What follows belongs to an exercise in optimizing a design on an open flow for small area and a short achievable clock period; a production flow would make more cautious choices. The RTL was checked by simulation tests, not by an equivalence proof against the original design.

==> v28 <==
Design hdmi_mixer, start of the top module:
module hdmi_mixer (
    input  wire        clk,
    input  wire        rst,
    input  wire [66:0] in_word,
    output wire        in_pop,
    input  wire        sel0,
    input  wire        sel1,
    input  wire [8:0]  gain0,
    input  wire [8:0]  gain1,
    output wire        out_hs,
    output wire        out_vs,
    output wire        out_de,
    output wire [7:0]  out_r,
    output wire [7:0]  out_g,
    output wire [7:0]  out_b
);
clock: 11.0 ns
lec_check: 0
cap_margin: 20
core_margin: 2
core_utilization: 40
cts_buf_list: sky130_fd_sc_hd__clkbuf_16
cts_cluster_diameter: 100
cts_cluster_size: 30
place_density: 0.6
slew_margin: 20
synth_hierarchical: 1
synth_minimum_keep_size: 0
standard.sh (not shown) runs the stock make flow with config.mk's settings and CLKGATE_MAP_FILE= SYNTH_SCRIPT=/design/flow/synth_recipe.tcl, a recipe that flattens the netlist after the stock synthesis.
==> flow/flow/run.sh <==
#!/bin/bash
# The standard layout (standard.sh), with two changes to how it is made:
# - timing repair aims below the clock period: repair_timing treats paths with
#   less than SETUP_SLACK_MARGIN ns of slack at the design's 11 ns clock as
#   failing, so it sizes up and buffers the slowest ones. The clock, the SDC
#   and every constraint are the design's own.
# - every input and output port gets a buf_2 cell as its port buffer
#   (buffer_ports otherwise picks clkdlybuf4s50_1, a delay cell).
# make's whole output goes to standard_make.log; ORFS keeps each step's log
# under orfs/logs/.
set -euo pipefail
bash standard.sh SETUP_SLACK_MARGIN=7.5 'BUFFER_PORTS_ARGS=-buffer_cell sky130_fd_sc_hd__buf_2' finish > standard_make.log 2>&1
==> v23: changes against v28 <==
--- a/flow/flow/run.sh
+++ b/flow/flow/run.sh
@@ -6,7 +6,7 @@
 #   and every constraint are the design's own.
 # - every input and output port gets a buf_2 cell as its port buffer
 #   (buffer_ports otherwise picks clkdlybuf4s50_1, a delay cell).
 # make's whole output goes to standard_make.log; ORFS keeps each step's log
 # under orfs/logs/.
 set -euo pipefail
-bash standard.sh SETUP_SLACK_MARGIN=7.5 'BUFFER_PORTS_ARGS=-buffer_cell sky130_fd_sc_hd__buf_2' finish > standard_make.log 2>&1
+bash standard.sh SETUP_SLACK_MARGIN=7.6 'BUFFER_PORTS_ARGS=-buffer_cell sky130_fd_sc_hd__buf_2' finish > standard_make.log 2>&1
==> flow/config.mk (replaced) <==
export PLATFORM = sky130hd
export DESIGN_NAME = hdmi_mixer
export DESIGN_NICKNAME = hdmi_mixer
export VERILOG_FILES = /design/flow/design.v
export SDC_FILE = /design/flow/constraint.sdc
export NUM_CORES = 4
export LEC_CHECK = 0
export CAP_MARGIN = 20
export CORE_MARGIN = 2
export CORE_UTILIZATION = 55
export CTS_BUF_LIST = sky130_fd_sc_hd__clkbuf_16
export CTS_CLUSTER_DIAMETER = 100
export CTS_CLUSTER_SIZE = 30
export PLACE_DENSITY = 0.7
export SLEW_MARGIN = 20
export SYNTH_HIERARCHICAL = 1
export SYNTH_MINIMUM_KEEP_SIZE = 0
==> v20: changes against v28 <==
--- a/flow/design.v
+++ b/flow/design.v
@@ -432,12 +432,13 @@
     output wire        out_vs,
     output wire        out_de,
     output wire [7:0]  out_r,
     output wire [7:0]  out_g,
     output wire [7:0]  out_b
 );
+    localparam D_TA = 11;
     integer k;
     reg        uc, pop_q;
     reg [15:0] u_pix0, u_pix1;            
     reg        u_hs, u_vs, u_de;
     assign in_pop = pop_q;
     always @(posedge clk) begin
@@ -456,34 +457,48 @@
                 u_hs <= in_word[0];
                 u_vs <= in_word[1];
                 u_de <= in_word[2];
             end
         end
     end
-    reg [6:1] ta_hs, ta_vs, ta_de;
+    reg ta_hs [0:D_TA-1];
+    reg ta_vs [0:D_TA-1];
+    reg ta_de [0:D_TA-1];
     always @(posedge clk) begin
         if (rst) begin
-            ta_hs <= 6'd0;
-            ta_vs <= 6'd0;
-            ta_de <= 6'd0;
-        end else if (uc) begin
-            ta_hs <= {ta_hs[5:1], u_hs};
-            ta_vs <= {ta_vs[5:1], u_vs};
-            ta_de <= {ta_de[5:1], u_de};
+            for (k = 0; k < D_TA; k = k + 1) begin
+                ta_hs[k] <= 1'b0;
+                ta_vs[k] <= 1'b0;
+                ta_de[k] <= 1'b0;
+            end
+        end else begin
+            ta_hs[0] <= u_hs;
+            ta_vs[0] <= u_vs;
+            ta_de[0] <= u_de;
+            for (k = 1; k < D_TA; k = k + 1) begin
+                ta_hs[k] <= ta_hs[k-1];
+                ta_vs[k] <= ta_vs[k-1];
+                ta_de[k] <= ta_de[k-1];
+            end
         end
     end
-    assign out_hs = ta_hs[6];
-    assign out_vs = ta_vs[6];
-    assign out_de = ta_de[6];
-    wire sop = uc & u_de & ~ta_de[1];
+    assign out_hs = ta_hs[D_TA-1];
+    assign out_vs = ta_vs[D_TA-1];
+    assign out_de = ta_de[D_TA-1];
+    wire sop = u_de & ~ta_de[0];
     reg  sel_act0, sel_act1;
     wire s_eff0 = sop ? sel0 : sel_act0;
     wire s_eff1 = sop ? sel1 : sel_act1;
     always @(posedge clk) begin
-        sel_act0 <= s_eff0;
-        sel_act1 <= s_eff1;
+        if (rst) begin
+            sel_act0 <= 1'b0;
+            sel_act1 <= 1'b0;
+        end else begin
+            sel_act0 <= s_eff0;
+            sel_act1 <= s_eff1;
+        end
     end
     reg [15:0] ch0 [1:4];
     reg [15:0] ch1 [1:4];
     reg [7:0]  cc0, cc1;                  
     always @(posedge clk) begin
         ch0[1] <= s_eff0 ? u_pix1 : u_pix0;
@@ -532,15 +547,20 @@
     always @(posedge clk) begin
         q0r <= onehot4(c0r); q0g <= onehot4(c0g); q0b <= onehot4(c0b);
         q1r <= onehot4(c1r); q1g <= onehot4(c1g); q1b <= onehot4(c1b);
     end
     reg  [8:0]  gain_act0, gain_act1;
     reg  [10:0] g3_act0, g3_act1;
-    wire        gl = uc & ta_de[3] & ~ta_de[4];
+    wire        gl = ta_de[5] & ~ta_de[6];
     always @(posedge clk) begin
-        if (gl) begin
+        if (rst) begin
+            gain_act0 <= 9'd128;
+            gain_act1 <= 9'd128;
+            g3_act0   <= 11'd384;
+            g3_act1   <= 11'd384;
+        end else if (gl) begin
             gain_act0 <= gain0;
             gain_act1 <= gain1;
             g3_act0   <= {2'b00, gain0} + {1'b0, gain0, 1'b0};
             g3_act1   <= {2'b00, gain1} + {1'b0, gain1, 1'b0};
         end
     end
==> flow/run.sh (new file) <==
#!/bin/bash
# synth_recipe.tcl (not shown) runs the flow's synth.tcl, then flattens the netlist and writes it again
# the make line also repeats each setting of config.mk as NAME=value (left out here)
make -C /OpenROAD-flow-scripts/flow DESIGN_CONFIG=/design/flow/config.mk WORK_HOME=/design/flow/orfs CLKGATE_MAP_FILE= SYNTH_SCRIPT=/design/flow/synth_recipe.tcl finish
==> flow/config.mk (replaced) <==
export PLATFORM = sky130hd
export DESIGN_NAME = hdmi_mixer
export DESIGN_NICKNAME = hdmi_mixer
export VERILOG_FILES = /design/flow/design.v
export SDC_FILE = /design/flow/constraint.sdc
export NUM_CORES = 4
export LEC_CHECK = 0
export CAP_MARGIN = 20
export CORE_MARGIN = 2
export CORE_UTILIZATION = 40
export PLACE_DENSITY = 0.6
export SLEW_MARGIN = 20
export SYNTH_HIERARCHICAL = 1
export SYNTH_MINIMUM_KEEP_SIZE = 0
removed: flow/flow/run.sh
removed: flow/standard.sh
==> v2: changes against v28 <==
--- a/flow/design.v
+++ b/flow/design.v
@@ -534,13 +534,18 @@
         q1r <= onehot4(c1r); q1g <= onehot4(c1g); q1b <= onehot4(c1b);
     end
     reg  [8:0]  gain_act0, gain_act1;
     reg  [10:0] g3_act0, g3_act1;
     wire        gl = uc & ta_de[3] & ~ta_de[4];
     always @(posedge clk) begin
-        if (gl) begin
+        if (rst) begin
+            gain_act0 <= 9'd128;
+            gain_act1 <= 9'd128;
+            g3_act0   <= 11'd384;
+            g3_act1   <= 11'd384;
+        end else if (gl) begin
             gain_act0 <= gain0;
             gain_act1 <= gain1;
             g3_act0   <= {2'b00, gain0} + {1'b0, gain0, 1'b0};
             g3_act1   <= {2'b00, gain1} + {1'b0, gain1, 1'b0};
         end
     end
--- a/flow/flow/run.sh
+++ b/flow/flow/run.sh
@@ -6,7 +6,7 @@
 #   and every constraint are the design's own.
 # - every input and output port gets a buf_2 cell as its port buffer
 #   (buffer_ports otherwise picks clkdlybuf4s50_1, a delay cell).
 # make's whole output goes to standard_make.log; ORFS keeps each step's log
 # under orfs/logs/.
 set -euo pipefail
-bash standard.sh SETUP_SLACK_MARGIN=7.5 'BUFFER_PORTS_ARGS=-buffer_cell sky130_fd_sc_hd__buf_2' finish > standard_make.log 2>&1
+bash standard.sh SETUP_SLACK_MARGIN=7.6 'BUFFER_PORTS_ARGS=-buffer_cell sky130_fd_sc_hd__buf_2' finish > standard_make.log 2>&1
==> flow/config.mk (replaced) <==
export PLATFORM = sky130hd
export DESIGN_NAME = hdmi_mixer
export DESIGN_NICKNAME = hdmi_mixer
export VERILOG_FILES = /design/flow/design.v
export SDC_FILE = /design/flow/constraint.sdc
export NUM_CORES = 4
export LEC_CHECK = 0
export CAP_MARGIN = 20
export CORE_MARGIN = 2
export CORE_UTILIZATION = 55
export CTS_BUF_LIST = sky130_fd_sc_hd__clkbuf_16
export CTS_CLUSTER_DIAMETER = 100
export CTS_CLUSTER_SIZE = 30
export PLACE_DENSITY = 0.7
export SLEW_MARGIN = 20
export SYNTH_HIERARCHICAL = 1
export SYNTH_MINIMUM_KEEP_SIZE = 0
==> summary.txt <==
The design has 666 sequential cells. Multi-input logic gates represent a cell area share of 54.9%. Filler cell count in the final layout: 9709. Clock latency on the worst-skew pair, taken at its later pin, is 0.65 ns.

The startpoint of the lowest-slack register-to-register path was gain_act1[5]$_SDFFE_PP0P_. The routed wire length came out at 97200 um. On the worst path, the slowest cell contributes a delay of 0.99 ns.

The run gives 30300 as the via count of the routed design. The run gives 41000 um^2 as the summed instance area of the synthesized netlist. The slowest stage of the critical path belongs to the cell sky130_fd_sc_hd__dfxtp_1. In the layout the commonest cells are sky130_fd_sc_hd__dfxtp_1, sky130_fd_sc_hd__inv_1, sky130_fd_sc_hd__ha_1. For this configuration, the core starts out at a cell density of 40.3%. The run finished with no timing, DRC or antenna violations. Along the worst path, the maximum fanout reaches 25.
# the run above: v20

==> summary.txt <==
The run finished with no timing, DRC or antenna violations. The later pin in the worst-skew pair is clocked with a latency of 0.66 ns. In the final layout, multi-input gates take up 58.7% of the cell area. Global routing used 3.60% of the available met3 tracks. There are 651 flip-flops and latches. In the layout the commonest cells are sky130_fd_sc_hd__dfxtp_1, sky130_fd_sc_hd__inv_1, sky130_fd_sc_hd__ha_1.

For the filler cell count in the final layout, the log shows 6297. In this design, the stage delay of the slowest critical-path cell is 0.36 ns. The final route contains 30300 vias.

The cell area that synthesis handed to floorplanning was 40700 um^2. The run gives 91600 um as the routed wire length. The largest fanout on the critical path came out at 2. Initial standard-cell utilization of the core: 55.7%.
# the run above: v2

==> summary.txt <==
Summing all multi-input logic gate instances after layout gives 25100 um^2. For this design, the slowest cell found on the critical path is sky130_fd_sc_hd__fa_1. For the worst-skew pair, the clock arrives at the later sink with an insertion delay of 0.66 ns. Across all layers, the routed design uses 29800 vias. The number of different library cells used by synthesis comes to 97. The startpoint of the lowest-slack register-to-register path is cb1[5]$_DFF_P_.

Wires add up to 90800 um. Summing every instance area after synthesis gives 40400 um^2. In the layout the commonest cells are sky130_fd_sc_hd__dfxtp_1, sky130_fd_sc_hd__inv_1, sky130_fd_sc_hd__ha_1.

The total number of sequential cells was 651. The fraction of area in multi-input gates was 57.6%. For this run, the slowest stage of the critical path takes 0.59 ns.

The run finished with no timing, DRC or antenna violations. The tools report the initial standard-cell utilization of the core as 55.5%. In this run the worst path has a maximum fanout of 7.

The run gives 6230 as the filler cell count in the final layout.
# the run above: v23

==> summary.txt <==
The flow ran to the end and the layout has no timing, DRC or antenna violations. Multi-input gates account for 56.7% of the area. The routed wire length was 94900 um; the largest fanout on the critical path was 13.

The logs give 29500 for the via count of the routed design and 0.67 ns for the insertion delay of the later-clocked pin in the worst-skew pair. After filler insertion, the fill cell instance count of the layout stands at 9625.

Once the floorplan was initialized, standard cells occupied 40.4% of the core. Startpoint of the lowest-slack register-to-register path: gain_act1[7]$_DFFE_PP_. Delay of the slowest cell on the worst path: 0.51 ns. Ratio of cells with drive above 1 in the final layout: 12.8%.

The summed instance area of the synthesized netlist is 40400 um^2. In the layout the commonest cells are sky130_fd_sc_hd__dfxtp_1, sky130_fd_sc_hd__inv_1, sky130_fd_sc_hd__ha_1. The run gives 0 as the number of max-cap violations. The slowest stage of the critical path is the sky130_fd_sc_hd__fa_1 cell.

After routing the design area is 43700 um^2.
# the run above: v28

## separate check: timing with driven ports
How much do the figures lean on ideal ports? The routed layouts below were timed once more, with nothing changed but the port constraints.
Step 1 assumes that a clkbuf_16 drives the clock port and a buf_2 every other input.
Step 2 times the ports against the registers' clock, not the clock port: input delays grow and output delays shrink by t, the midpoint of the rising clock arrivals with the driver on.
a / b / c = ideal / step 1 / step 2; a / b = the first two.
run	t, ns	setup WS [ns]	slew at the worst register clock pin (ns)	worst data-port slew with drivers (ns)
v28	0.718	7.606 / 7.586 / 7.035	0.12 / 0.12	0.18
v23	0.707	7.645 / 7.623 / 6.969	0.11 / 0.11	0.14
v20	0.694	7.194 / 7.160 / 6.544	0.07 / 0.07	0.08
v2	0.695	7.651 / 7.587 / 7.187	0.11 / 0.11	0.14
After both steps setup and hold are still met in every run listed. For v23, which loses most, drivers alone change the setup slack by -0.022 ns; drivers and shift together by -0.676 ns.
